This design comes from an exercise in tuning for small area, a short achievable clock period and few clock cycles on the open sky130 flow, not from production work.
Where RTL was checked, it was by simulation tests only, not by an equivalence proof against the original.
Power is estimated from default activity; no workload was simulated.

==> inputs of try-fjord <==
==> flow/design.v <==
module btc_framer (
    input  wire         clk,
    input  wire         rst,
    input  wire         cmd_valid,
    output wire         cmd_ready,
    input  wire         cmd_op,
    input  wire [7:0]   cmd_byte,
    output reg          pkt_valid,
    output reg          pkt_is_state,
    output wire [143:0] pkt_data,
    output wire [6:0]   rb_cnt
);
    localparam C = 64;
    reg [8*C-1:0] d;         
    reg [C-1:3]   flag;      
    reg [6:0]     cnt;
    reg           ready;
    reg           again;     
    reg           lost;      
    reg [7:0]     wsum;      
    reg [3:0]     ing;       
    reg           nxt_ok;    
    reg [5:0]     nxt_s;     
    reg           nxt_st;    
    reg [5:0]     nxt_sn;    
    reg           nxt_ev;    
    reg [127:0]   pd;        
    reg           pkt_is_ev;
    assign cmd_ready = ready;
    assign rb_cnt    = cnt;
    assign pkt_data  = {pd, 1'b0, 1'b1, pkt_is_ev, pkt_is_state, 1'b0, 1'b1, pkt_is_ev, pkt_is_state,
                            1'b1, 1'b0, 1'b1, pkt_is_ev, 1'b1, 1'b0, 1'b1, pkt_is_ev};
    integer j;
    wire ingest   = cmd_valid & ~cmd_op & ready;
    wire dispatch = ((cmd_valid & cmd_op & ready) | again) & nxt_ok;
    wire [8*81-1:0] e0 = {d, 136'd0};
    wire [8*47-1:0] e1 = nxt_sn[5] ? e0[0 +: 8*47] : e0[8*32 +: 8*47];
    wire [8*31-1:0] e2 = nxt_sn[4] ? e1[0 +: 8*31] : e1[8*16 +: 8*31];
    wire [8*24-1:0] e3 = nxt_sn[3] ? e2[0 +: 8*24] : e2[8*8  +: 8*24];
    wire [8*20-1:0] e4 = nxt_sn[2] ? e3[0 +: 8*20] : e3[8*4  +: 8*20];
    wire [8*18-1:0] e5 = nxt_sn[1] ? e4[0 +: 8*18] : e4[8*2  +: 8*18];
    wire [127:0]    y  = nxt_sn[0] ? e5[0 +: 8*16] : e5[8*1  +: 8*16];
    wire [127:0] pwin;
    genvar g;
    generate
        for (g = 2; g < 18; g = g + 1) begin : gp
            if (g < 4)
                assign pwin[8*(g-2) +: 8] = y[8*(17-g) +: 8];
            else
                assign pwin[8*(g-2) +: 8] = y[8*(17-g) +: 8] & {8{~nxt_ev}};
        end
    endgenerate
    wire [6:0]   cnt_inc = (cnt == C) ? cnt : cnt + 7'd1;
    wire [6:0]   newcnt  = {1'b0, nxt_s} - (nxt_st ? 7'd17 : 7'd3);
    reg  [C-1:3] keep;
    always @(*)
        for (j = 3; j < C; j = j + 1)
            keep[j] = lost | (nxt_st ? (j + 17 < nxt_s) : (j + 3 < nxt_s));
    wire [C-1:3] flag_left = flag & keep;
    wire         more = |flag_left;
    reg [C-1:3] above, hot;
    reg [5:0]   q_s;
    reg         q_t;
    always @(*) begin
        above[C-1] = 1'b0;
        for (j = C-2; j >= 3; j = j - 1) above[j] = above[j+1] | flag_left[j+1];
        hot = flag_left & ~above;
        q_s = 6'd0;
        q_t = 1'b0;
        for (j = 3; j < C; j = j + 1) begin
            q_s = q_s | ({6{hot[j]}} & j[5:0]);
            q_t = q_t | (hot[j] & ~d[8*j+4]);
        end
    end
    wire ev_ok = (d[8*2 +: 8] == 8'hBB) && (d[8*1 +: 8] == 8'h66) &&
                 (d[8*0 +: 8] == cmd_byte) && (cnt >= 7'd3);
    wire st_ok = (d[8*16 +: 8] == 8'hAA) && (d[8*15 +: 8] == 8'h55) &&
                 (wsum == d[8*1 +: 8]) && (cnt >= 7'd17);
    reg [C-1:3] flag_sh;
    always @(*)
        for (j = 3; j < C; j = j + 1)
            flag_sh[j] = (j == 3) ? ev_ok : (j == 17) ? (flag[j-1] | st_ok) : flag[j-1];
    wire       evict = nxt_ok & (nxt_s == 6'd63) & (cnt == C);
    wire       keep_old = nxt_ok & ~(st_ok & (nxt_s < 6'd16));
    wire [5:0] s_ing = keep_old ? nxt_s + 6'd1 : (st_ok ? 6'd17 : 6'd3);
    wire       t_ing = keep_old ? nxt_st : st_ok;
    wire       a_ing = (nxt_ok | st_ok | ev_ok) & ~evict;
    wire upd      = ingest | dispatch | lost;
    wire by_drain = cmd_op | again | lost;    
    wire [5:0]   nx_s  = by_drain ? q_s  : s_ing;
    wire         nx_t  = by_drain ? q_t  : t_ing;
    wire         nx_ok = by_drain ? more : a_ing;
    wire [C-1:3] nx_flag;
    wire [6:0]   nx_cnt;
    btc_framer_sel #(.W(C-3)) u_flag (.s(by_drain), .a(flag_left), .b(flag_sh), .y(nx_flag));
    btc_framer_sel #(.W(7))   u_cnt  (.s(by_drain), .a(newcnt),    .b(cnt_inc), .y(nx_cnt));
    wire nx_ready, nx_again, nx_lost, nx_valid;
    btc_framer_ctl u_ctl (.rst(rst), .ingest(ingest), .dispatch(dispatch), .more(more), .evict(evict),
                          .ready(nx_ready), .again(nx_again), .lost(nx_lost), .valid(nx_valid));
    always @(posedge clk) begin
        pd           <= pwin;
        pkt_is_state <= nxt_st;
        pkt_is_ev    <= nxt_ev;
        if (ingest)
            d <= {d[8*C-9:0], cmd_byte};
        if (upd) begin
            nxt_s  <= nx_s;
            nxt_st <= nx_t;
            nxt_sn <= ~nx_s;
            nxt_ev <= ~nx_t;
        end
        if (rst) begin
            flag   <= {(C-3){1'b0}};
            cnt    <= 7'd0;
            nxt_ok <= 1'b0;
        end else begin
            if (ingest | dispatch) begin
                flag <= nx_flag;
                cnt  <= nx_cnt;
            end
            if (upd)
                nxt_ok <= nx_ok;
        end
        if (rst) begin
            wsum <= 8'd0;
            ing  <= 4'd0;
        end else if (ingest) begin
            wsum <= wsum + ((ing > 4'd1) ? d[8*1 +: 8] : 8'd0)
                         - ((ing == 4'd15) ? d[8*14 +: 8] : 8'd0);
            if (ing != 4'd15) ing <= ing + 4'd1;
        end
        pkt_valid <= nx_valid;
        again     <= nx_again;
        lost      <= nx_lost;
        ready     <= nx_ready;
    end
endmodule
module btc_framer_sel #(parameter W = 1) (
    input  wire         s,
    input  wire [W-1:0] a,
    input  wire [W-1:0] b,
    output wire [W-1:0] y
);
    assign y = s ? a : b;
endmodule
module btc_framer_ctl (
    input  wire rst,
    input  wire ingest,
    input  wire dispatch,
    input  wire more,
    input  wire evict,
    output wire ready,
    output wire again,
    output wire lost,
    output wire valid
);
    assign valid = ~rst & dispatch;
    assign again = ~rst & dispatch & more;
    assign lost  = ~rst & ingest & evict;
    assign ready = rst | ~((dispatch & more) | (ingest & evict));
endmodule
==> flow/flow/run.sh <==
#!/bin/bash
set -o pipefail
MARGIN=$(cat flow/margin.txt)
bash standard.sh SETUP_SLACK_MARGIN=$MARGIN finish > flow_make.log 2>&1
==> flow/flow/margin.txt <==
10
==> flow/standard.sh <==
#!/bin/bash
# synth_recipe.tcl (not shown) runs the flow's synth.tcl, then flattens the netlist and writes it again
# the make line also repeats each setting of config.mk as NAME=value (left out here)
make -C /OpenROAD-flow-scripts/flow DESIGN_CONFIG=/design/flow/config.mk WORK_HOME=/design/flow/orfs CLKGATE_MAP_FILE= SYNTH_SCRIPT=/design/flow/synth_recipe.tcl "${@:-finish}"
==> flow/config.mk <==
export PLATFORM = sky130hd
export DESIGN_NAME = btc_framer
export DESIGN_NICKNAME = btc_framer
export VERILOG_FILES = /design/flow/design.v
export SDC_FILE = /design/flow/constraint.sdc
export NUM_CORES = 4
export LEC_CHECK = 0
export ABC_AREA = 1
export CAP_MARGIN = 30
export CORE_MARGIN = 2
export CORE_UTILIZATION = 40
export CTS_CLUSTER_DIAMETER = 80
export CTS_CLUSTER_SIZE = 24
export SLEW_MARGIN = 20
export SYNTH_HIERARCHICAL = 1
==> flow/constraint.sdc <==
create_clock -name core_clock -period 14.0 [get_ports {clk}]
set_input_delay 2.8000 -clock core_clock [delete_from_list [all_inputs] [get_ports {clk}]]
set_output_delay 2.8000 -clock core_clock [all_outputs]
set_load 0.01 [all_outputs]
==> try-harbor: changes against try-fjord <==
--- a/flow/design.v
+++ b/flow/design.v
@@ -17,4 +17,5 @@
     reg           ready;
     reg           again;     
+    reg           look;      
     reg           lost;      
     reg [7:0]     wsum;      
@@ -86,16 +87,17 @@
     wire       t_ing = keep_old ? nxt_st : st_ok;
     wire       a_ing = (nxt_ok | st_ok | ev_ok) & ~evict;
-    wire upd      = ingest | dispatch | lost;
-    wire by_drain = cmd_op | again | lost;    
-    wire [5:0]   nx_s  = by_drain ? q_s  : s_ing;
-    wire         nx_t  = by_drain ? q_t  : t_ing;
-    wire         nx_ok = by_drain ? more : a_ing;
+    wire upd      = ingest | again | look | lost;    
+    wire by_drain = cmd_op | again | lost;           
+    wire nx_sel   = again | look | lost;             
+    wire [5:0]   nx_s  = nx_sel ? q_s  : s_ing;
+    wire         nx_t  = nx_sel ? q_t  : t_ing;
     wire [C-1:3] nx_flag;
     wire [6:0]   nx_cnt;
     btc_framer_sel #(.W(C-3)) u_flag (.s(by_drain), .a(flag_left), .b(flag_sh), .y(nx_flag));
     btc_framer_sel #(.W(7))   u_cnt  (.s(by_drain), .a(newcnt),    .b(cnt_inc), .y(nx_cnt));
-    wire nx_ready, nx_again, nx_lost, nx_valid;
-    btc_framer_ctl u_ctl (.rst(rst), .ingest(ingest), .dispatch(dispatch), .more(more), .evict(evict),
-                          .ready(nx_ready), .again(nx_again), .lost(nx_lost), .valid(nx_valid));
+    wire nx_ready, nx_again, nx_look, nx_lost, nx_valid;
+    btc_framer_ctl u_ctl (.rst(rst), .ingest(ingest), .dispatch(dispatch), .again_q(again), .look_q(look),
+                          .more(more), .evict(evict),
+                          .ready(nx_ready), .again(nx_again), .look(nx_look), .lost(nx_lost), .valid(nx_valid));
     always @(posedge clk) begin
         pd           <= pwin;
@@ -119,6 +121,6 @@
                 cnt  <= nx_cnt;
             end
-            if (upd)
-                nxt_ok <= nx_ok;
+            if (upd | dispatch)
+                nxt_ok <= ingest ? a_ing : more;
         end
         if (rst) begin
@@ -132,4 +134,5 @@
         pkt_valid <= nx_valid;
         again     <= nx_again;
+        look      <= nx_look;
         lost      <= nx_lost;
         ready     <= nx_ready;
@@ -148,14 +151,18 @@
     input  wire ingest,
     input  wire dispatch,
+    input  wire again_q,
+    input  wire look_q,
     input  wire more,
     input  wire evict,
     output wire ready,
     output wire again,
+    output wire look,
     output wire lost,
     output wire valid
 );
     assign valid = ~rst & dispatch;
-    assign again = ~rst & dispatch & more;
+    assign look  = ~rst & dispatch & ~again_q & more;
+    assign again = ~rst & (look_q | (dispatch & again_q & more));
     assign lost  = ~rst & ingest & evict;
-    assign ready = rst | ~((dispatch & more) | (ingest & evict));
+    assign ready = rst | ~((dispatch & more) | look_q | (ingest & evict));
 endmodule
==> flow/flow/margin.txt (replaced) <==
10.2
Settings changed: ABC_AREA 1 to unset, CTS_CLUSTER_DIAMETER 80 to 100, CTS_CLUSTER_SIZE 24 to 30.
==> try-indigo: changes against try-fjord <==
--- a/flow/design.v
+++ b/flow/design.v
@@ -88,14 +88,4 @@
     wire upd      = ingest | dispatch | lost;
     wire by_drain = cmd_op | again | lost;    
-    wire [5:0]   nx_s  = by_drain ? q_s  : s_ing;
-    wire         nx_t  = by_drain ? q_t  : t_ing;
-    wire         nx_ok = by_drain ? more : a_ing;
-    wire [C-1:3] nx_flag;
-    wire [6:0]   nx_cnt;
-    btc_framer_sel #(.W(C-3)) u_flag (.s(by_drain), .a(flag_left), .b(flag_sh), .y(nx_flag));
-    btc_framer_sel #(.W(7))   u_cnt  (.s(by_drain), .a(newcnt),    .b(cnt_inc), .y(nx_cnt));
-    wire nx_ready, nx_again, nx_lost, nx_valid;
-    btc_framer_ctl u_ctl (.rst(rst), .ingest(ingest), .dispatch(dispatch), .more(more), .evict(evict),
-                          .ready(nx_ready), .again(nx_again), .lost(nx_lost), .valid(nx_valid));
     always @(posedge clk) begin
         pd           <= pwin;
@@ -105,8 +95,8 @@
             d <= {d[8*C-9:0], cmd_byte};
         if (upd) begin
-            nxt_s  <= nx_s;
-            nxt_st <= nx_t;
-            nxt_sn <= ~nx_s;
-            nxt_ev <= ~nx_t;
+            nxt_s  <= by_drain ? q_s : s_ing;
+            nxt_st <= by_drain ? q_t : t_ing;
+            nxt_sn <= by_drain ? ~q_s : ~s_ing;
+            nxt_ev <= by_drain ? ~q_t : ~t_ing;
         end
         if (rst) begin
@@ -116,9 +106,9 @@
         end else begin
             if (ingest | dispatch) begin
-                flag <= nx_flag;
-                cnt  <= nx_cnt;
+                flag <= by_drain ? flag_left : flag_sh;
+                cnt  <= by_drain ? newcnt : cnt_inc;
             end
             if (upd)
-                nxt_ok <= nx_ok;
+                nxt_ok <= by_drain ? more : a_ing;
         end
         if (rst) begin
@@ -130,32 +120,8 @@
             if (ing != 4'd15) ing <= ing + 4'd1;
         end
-        pkt_valid <= nx_valid;
-        again     <= nx_again;
-        lost      <= nx_lost;
-        ready     <= nx_ready;
+        pkt_valid <= ~rst & dispatch;
+        again     <= ~rst & dispatch & more;
+        lost      <= ~rst & ingest & evict;
+        ready     <= rst | ~((dispatch & more) | (ingest & evict));
     end
 endmodule
-module btc_framer_sel #(parameter W = 1) (
-    input  wire         s,
-    input  wire [W-1:0] a,
-    input  wire [W-1:0] b,
-    output wire [W-1:0] y
-);
-    assign y = s ? a : b;
-endmodule
-module btc_framer_ctl (
-    input  wire rst,
-    input  wire ingest,
-    input  wire dispatch,
-    input  wire more,
-    input  wire evict,
-    output wire ready,
-    output wire again,
-    output wire lost,
-    output wire valid
-);
-    assign valid = ~rst & dispatch;
-    assign again = ~rst & dispatch & more;
-    assign lost  = ~rst & ingest & evict;
-    assign ready = rst | ~((dispatch & more) | (ingest & evict));
-endmodule
Settings changed: ABC_AREA 1 to unset, CTS_CLUSTER_DIAMETER 80 to unset, CTS_CLUSTER_SIZE 24 to unset, SYNTH_HIERARCHICAL 1 to unset.
==> qor summary <==
metric	try-indigo	try-harbor	try-fjord
Number of H-tree levels	3	2	2
Startpoint of the worst register-to-register path	lost$_DFF_P_	nxt_s[4]$_DFFE_PP_	nxt_s[3]$_DFFE_PP_
Minimum setup slack after placement	7.58 ns	7.71 ns	7.33 ns
Fraction of final layout cells sized beyond drive strength 1	0.180	0.170	0.125
Seq area share	0.450	0.459	0.461
Proportion of power drawn by combinational gates	0.283	0.068	0.279
Metal2 WL	48,500 um	47,600 um	51,900 um
Final weighted congestion of routability-driven global placement	0.906	0.901	0.938
Area of the core region	94,600 sq um	95,300 sq um	93,500 sq um
Synth Area in Simple Gates	0.105	0.121	0.207
Seq. pwr	2.60 mW	2.40 mW	2.54 mW
Number of global-route vias before repair	26,500	26,000	29,400
Result of the run	complete, no violations	complete, no violations	complete, no violations
Placed standard-cell area	40,600 sq um	40,700 sq um	40,100 sq um
Synthesized netlist cell count	3,392	3,651	4,470
Count of filler cells inserted in the layout	8,755	9,025	9,104
Hold slack final	0.410 ns	0.436 ns	0.432 ns
Testbench counts of try-indigo, summed over its fixed seeds: cycles 39,570.
For try-fjord and try-harbor, only the layout was checked, not whether the RTL still works.

==> what the ideal ports hide <==
In the flow no input, the clock included, has a driving cell. The finished layouts below were timed again as built, in two steps.
Step 1 sets driving cells, clkbuf_16 on the clock port and buf_2 on the other inputs (assumed; they add their load-dependent delay and slew).
Step 2, shift: input delay + t, output delay - t, t = (earliest + latest rising clock arrival at the registers) / 2. This alone moves slack from input paths to output paths.
a / b / c = no drivers / after step 1 / after step 2; a / b = the first two.
run | shift t [ns] | setup slack, ns | hold WS [ns] | worst setup path after step 2 | worst register clock-pin slew, ns
try-fjord | 0.695 | 9.081 / 9.091 / 8.396 | 0.432 / 0.432 / 0.432 | input to register | 0.10 / 0.10
try-harbor | 0.668 | 10.007 / 9.941 / 9.630 | 0.436 / 0.436 / 0.436 | input to register | 0.12 / 0.12
try-indigo | 0.701 | 9.940 / 9.947 / 9.249 | 0.410 / 0.410 / 0.410 | input to register | 0.06 / 0.06
After both steps setup and hold are still met in every run listed. For try-indigo, which loses most, drivers alone change the setup slack by +0.007 ns; drivers and shift together by -0.691 ns.
